Context: an optimization exercise on an open-source flow, tuned for small area. The choices shown serve that exercise and are no tape-out recipe.
Only simulation tests tie the RTL to the original design; equivalence was not proved.
Power is estimated from default activity; no workload was simulated.

Setup of the previous run:
==> flow/design.v <==
module illum_rx (
    input  wire        clk,
    input  wire        rst,               
    input  wire        in_valid,
    input  wire [7:0]  in_data,
    input  wire        in_long,           
    input  wire        in_check_framing,  
    output reg         out_valid,
    output reg         out_long,
    output reg  [2:0]  out_err,
    output reg  [7:0]  out_bcc,
    output reg  [6:0]  out_head,
    output reg  [15:0] out_cmd,
    output reg  [31:0] out_param,
    output reg  [2:0]  out_status,
    output reg         out_low_battery,
    output wire        out_d1_absent,
    output reg         out_d1_neg,
    output reg  [13:0] out_d1_mant,
    output wire [3:0]  out_d1_exp,
    output wire        out_d2_absent,
    output reg         out_d2_neg,
    output reg  [13:0] out_d2_mant,
    output wire [3:0]  out_d2_exp,
    output wire        out_d3_absent,
    output reg         out_d3_neg,
    output reg  [13:0] out_d3_mant,
    output wire [3:0]  out_d3_exp
);
    localparam [7:0] STX = 8'h02;
    localparam [7:0] ETX = 8'h03;
    localparam [7:0] CR  = 8'h0D;
    localparam [7:0] LF  = 8'h0A;
    localparam [7:0] SP  = 8'h20;
    localparam [2:0] S_H1 = 3'b000;
    localparam [2:0] S_H2 = 3'b001;
    localparam [2:0] S_F1 = 3'b100;
    localparam [2:0] S_F2 = 3'b101;
    localparam [2:0] S_F3 = 3'b110;
    localparam [2:0] S_T  = 3'b010;
    reg [2:0] seg;
    reg [2:0] ph;
    reg       chk;       
    reg [3:0] e1, e2, e3;
    wire      sp_ok = e3[0];
    wire      sp_nx = is_sp & (p0 | sp_ok);
    assign out_d1_exp = e1;
    assign out_d2_exp = e2;
    assign out_d3_exp = e3;
    assign out_d1_absent = e1[3] & ~e1[2];
    assign out_d2_absent = e2[3] & ~e2[2];
    assign out_d3_absent = e3[3] & ~e3[2];
    wire [7:0] b = in_data;
    wire       is_dig = (b[7:4] == 4'h3) && (b[3:0] <= 4'd9);
    wire       is_sp  = (b == SP);
    wire p0 = ~ph[2] & ~ph[0];
    wire p1 = ~ph[1] &  ph[0];
    wire p2 = ~ph[2] &  ph[1];
    wire p3 =  ph[2] &  ph[0];
    wire p4 =  ph[1] & ~ph[0];
    wire p5 =  ph[2] & ~ph[1];
    wire in_h1 = (seg == S_H1);
    wire in_h2 = (seg == S_H2);
    wire in_f  = seg[2];
    wire in_t  = (seg == S_T);
    wire seg_end = (in_h2 & p2) | (in_t & p4) | p5;
    reg  [2:0] seg_nx;
    always @(*) begin
        case (seg)
            S_H1:    seg_nx = S_H2;
            S_H2:    seg_nx = out_long ? S_F1 : S_T;
            S_F1:    seg_nx = S_F2;
            S_F2:    seg_nx = S_F3;
            S_F3:    seg_nx = S_T;
            default: seg_nx = S_H1;
        endcase
    end
    always @(posedge clk) begin
        if (rst) begin
            seg       <= S_H1;
            ph        <= 3'b000;
            out_valid <= 1'b0;
        end else begin
            out_valid <= in_valid & in_t & p4;
            if (in_valid) begin
                if (seg_end) begin
                    seg <= seg_nx;
                    ph  <= 3'b000;
                end else begin
                    ph  <= {ph[1:0], ~ph[2]};
                end
            end
        end
    end
    wire        first = p1;
    wire [9:0]  x = out_d3_mant[9:0] & {10{~first}};
    wire [13:0] h;
    wire [13:0] cy;
    assign h[0]  = b[0];
    assign h[1]  = x[0] ^ b[1];
    assign cy[2] = x[0] & b[1];
    assign h[2]  = x[1] ^ b[2] ^ cy[2];
    assign cy[3] = ((x[1] & b[2]) | (x[1] & cy[2]) | (b[2] & cy[2])) | b[3];
    genvar gi;
    generate
        for (gi = 3; gi <= 10; gi = gi + 1) begin : g_fa
            wire a_ = x[gi-3];
            wire b_ = x[gi-1];
            assign h[gi]    = a_ ^ b_ ^ cy[gi];
            assign cy[gi+1] = (a_ & b_) | (a_ & cy[gi]) | (b_ & cy[gi]);
        end
    endgenerate
    assign h[11]  = x[8] ^ cy[11];
    assign cy[12] = x[8] & cy[11];
    assign h[12]  = x[9] ^ cy[12];
    assign h[13]  = x[9] & cy[12];
    wire [3:0] nib = p1 ? out_bcc[7:4] : out_bcc[3:0];
    wire       nib_let = nib[3] & (nib[2] | nib[1]);
    wire [2:0] nib_m1  = nib[2:0] - 3'd1;
    wire       hex_ok  = nib_let ? ((b[7:6] == 2'b01) && (b[4:3] == 2'b00) && (b[2:0] == nib_m1))
                                 : ((b[7:4] == 4'h3) && (b[3:0] == nib));
    wire meas_bad = (sp_ok & ~is_sp & ~p1) | (~is_dig & ~(sp_ok & is_sp));
    always @(posedge clk) begin
        if (in_valid) begin
            if (in_h1 & p0) begin
                out_long <= in_long;
                chk      <= in_check_framing;
            end
            if (in_h1 & p0)
                out_bcc <= 8'h00;
            else if (~(in_t & ~p0))
                out_bcc <= out_bcc ^ b;
            if (in_h1 & p1)
                out_d3_mant <= h;
            if (in_h1 & p2)
                out_head <= h[6:0];
            if ((in_h1 & (p3 | p4 | p5)) | in_h2)
                {out_cmd, out_param} <= {out_cmd[7:0], out_param, b};
            if (in_f & p0) begin
                out_d1_neg  <= out_d2_neg;
                out_d2_neg  <= out_d3_neg;
                out_d3_neg  <= (b == 8'h2D);
                out_d1_mant <= out_d2_mant;
                out_d2_mant <= out_d3_mant;
                e1 <= e2;
                e2 <= e3;
            end
            if (in_f & (p1 | p2 | p3 | p4)) begin
                out_d3_mant <= h;
            end
            if (~in_t)
                e3[0] <= p5 ? b[0] : sp_nx;
            if (p5)
                e3[3:1] <= sp_nx ? 3'b100 : {~(b[3] ^ b[2]), ~b[2], b[1]};
            if (in_h1 & p0)
                out_err <= (in_check_framing && b != STX) ? 3'd1 : 3'd0;
            if (in_h1 & (p1 | p2) & ~is_dig & (out_err == 3'd0))
                out_err <= 3'd3;
            if (in_f & ~p0 & meas_bad & (out_err == 3'd0))
                out_err <= seg;
            if (in_t & (p1 | p2) & ~hex_ok & (out_err != 3'd1))
                out_err <= 3'd2;
            if (in_t & chk & ((p0 & b != ETX) | (p3 & b != CR) | (p4 & b != LF)))
                out_err <= 3'd1;
        end
    end
    wire [7:0] s1 = out_param[23:16];
    wire [7:0] s3 = out_param[7:0];
    always @(*) begin
        case (s1)
            8'h20, 8'h37: out_status = 3'd0;
            8'h35:        out_status = 3'd1;
            8'h31:        out_status = 3'd2;
            8'h32:        out_status = 3'd3;
            8'h33:        out_status = 3'd4;
            default:      out_status = 3'd7;
        endcase
        case (s3)
            8'h30, 8'h32: out_low_battery = 1'b0;
            8'h31, 8'h33: out_low_battery = 1'b1;
            default: begin
                out_low_battery = 1'b0;
                out_status      = 3'd7;
            end
        endcase
    end
endmodule
clock: 10.0 ns
lec_check: 0
cap_margin: 20
core_margin: 2
core_utilization: 40
slew_margin: 20
standard.sh (not shown) runs the stock make flow with config.mk's settings and CLKGATE_MAP_FILE= SYNTH_SCRIPT=/design/flow/synth_recipe.tcl, a recipe that flattens the netlist after the stock synthesis.
==> flow/flow/run.sh <==
#!/bin/bash
# Standard ORFS layout (the standard.sh, standard synthesis unchanged),
# with smaller cells for the port buffers and the clock tree, and no CTS
# dummy loads. Each step's full output stays in orfs/logs; make's own output
# goes to flow.log here.
set -euo pipefail
cd "$(dirname "$0")/.."
export BUFFER_PORTS_ARGS="-buffer_cell sky130_fd_sc_hd__buf_1"
export CTS_ARGS="-sink_clustering_enable -repair_clock_nets -dont_use_dummy_load -buf_list sky130_fd_sc_hd__clkbuf_4"
bash standard.sh finish > flow.log 2>&1
### the previous run -> the current run
diff --git a/flow/design.v b/flow/design.v
--- a/flow/design.v
+++ b/flow/design.v
@@ -40,11 +40,10 @@
     localparam [2:0] S_T  = 3'b010;
     reg [2:0] seg;
     reg [2:0] ph;
     reg       chk;       
+    reg       sp_ok;     
     reg [3:0] e1, e2, e3;
-    wire      sp_ok = e3[0];
-    wire      sp_nx = is_sp & (p0 | sp_ok);
     assign out_d1_exp = e1;
     assign out_d2_exp = e2;
     assign out_d3_exp = e3;
     assign out_d1_absent = e1[3] & ~e1[2];
@@ -91,9 +90,9 @@
                 end
             end
         end
     end
-    wire        first = p1;
+    wire        first = (in_h1 & p1) | (in_f & p1);
     wire [9:0]  x = out_d3_mant[9:0] & {10{~first}};
     wire [13:0] h;
     wire [13:0] cy;
     assign h[0]  = b[0];
@@ -114,22 +113,21 @@
     assign cy[12] = x[8] & cy[11];
     assign h[12]  = x[9] ^ cy[12];
     assign h[13]  = x[9] & cy[12];
     wire [3:0] nib = p1 ? out_bcc[7:4] : out_bcc[3:0];
-    wire       nib_let = nib[3] & (nib[2] | nib[1]);
-    wire [2:0] nib_m1  = nib[2:0] - 3'd1;
-    wire       hex_ok  = nib_let ? ((b[7:6] == 2'b01) && (b[4:3] == 2'b00) && (b[2:0] == nib_m1))
-                                 : ((b[7:4] == 4'h3) && (b[3:0] == nib));
+    wire       hex_ok = (b[7:4] == 4'h3) ? (b[3:0] == nib && !(nib[3] && (nib[2] || nib[1]))) :
+                        (b[7:6] == 2'b01 && b[4:3] == 2'b00) ?
+                            (nib[3] && (nib[2] || nib[1]) && nib[2:0] == b[2:0] + 3'd1) : 1'b0;
     wire meas_bad = (sp_ok & ~is_sp & ~p1) | (~is_dig & ~(sp_ok & is_sp));
     always @(posedge clk) begin
         if (in_valid) begin
             if (in_h1 & p0) begin
                 out_long <= in_long;
                 chk      <= in_check_framing;
             end
-            if (in_h1 & p0)
-                out_bcc <= 8'h00;
-            else if (~(in_t & ~p0))
+            if (in_h1 & p1)
+                out_bcc <= b;
+            else if (~(in_h1 & p0) & ~(in_t & ~p0))
                 out_bcc <= out_bcc ^ b;
             if (in_h1 & p1)
                 out_d3_mant <= h;
             if (in_h1 & p2)
@@ -143,16 +141,16 @@
                 out_d1_mant <= out_d2_mant;
                 out_d2_mant <= out_d3_mant;
                 e1 <= e2;
                 e2 <= e3;
+                sp_ok <= is_sp;
             end
             if (in_f & (p1 | p2 | p3 | p4)) begin
                 out_d3_mant <= h;
+                sp_ok <= sp_ok & is_sp;
             end
-            if (~in_t)
-                e3[0] <= p5 ? b[0] : sp_nx;
-            if (p5)
-                e3[3:1] <= sp_nx ? 3'b100 : {~(b[3] ^ b[2]), ~b[2], b[1]};
+            if (in_f & p5)
+                e3 <= (sp_ok & is_sp) ? 4'b1000 : {~(b[3] ^ b[2]), ~b[2], b[1:0]};
             if (in_h1 & p0)
                 out_err <= (in_check_framing && b != STX) ? 3'd1 : 3'd0;
             if (in_h1 & (p1 | p2) & ~is_dig & (out_err == 3'd0))
                 out_err <= 3'd3;
## What came out
Min number of enable flip-flop cells after synthesis across the previous run and the current run: the previous run
Between the previous run and the current run, effective utilization at floorplan decreased.
Of the two candidates, the previous run has the worse clock skew and the current run the better one.
[the current run] post-synthesis compound-gate area fraction rose 1.3 points relative to the previous run
Summary — share of total power in sequential cells, the current run relative to the previous run: lower, by 1.0 points.
Summary of the current run over the previous run: via count +about 4%; die outline width went up by about 1.1%; number of cell instances on the worst register-to-register path climbed 1.

-- static timing again, ports no longer ideal --
How much do the figures lean on ideal ports? The routed layouts below were timed once more, with nothing changed but the port constraints.
Step 1 sets driving cells, clkbuf_16 on the clock port and buf_2 on the other inputs (assumed; they add their load-dependent delay and slew).
Step 2, shift: input delay + t, output delay - t, t = (earliest + latest rising clock arrival at the registers) / 2. This alone moves slack from input paths to output paths.
Three values: ideal, step 1, step 2; two values: the first two.
run | shift t [ns] | setup slack, ns | latest minus earliest clock arrival (ns) | worst slew at a driven data input, ns
the previous run | 0.542 | 3.861 / 3.849 / 3.307 | 0.031 / 0.032 | 0.06
the current run | 0.536 | 3.949 / 3.958 / 3.422 | 0.028 / 0.028 | 0.04
After both steps every run listed still meets setup and hold. The setup slack of the previous run, which loses most, moves by -0.012 ns with the drivers and by -0.554 ns with both steps.
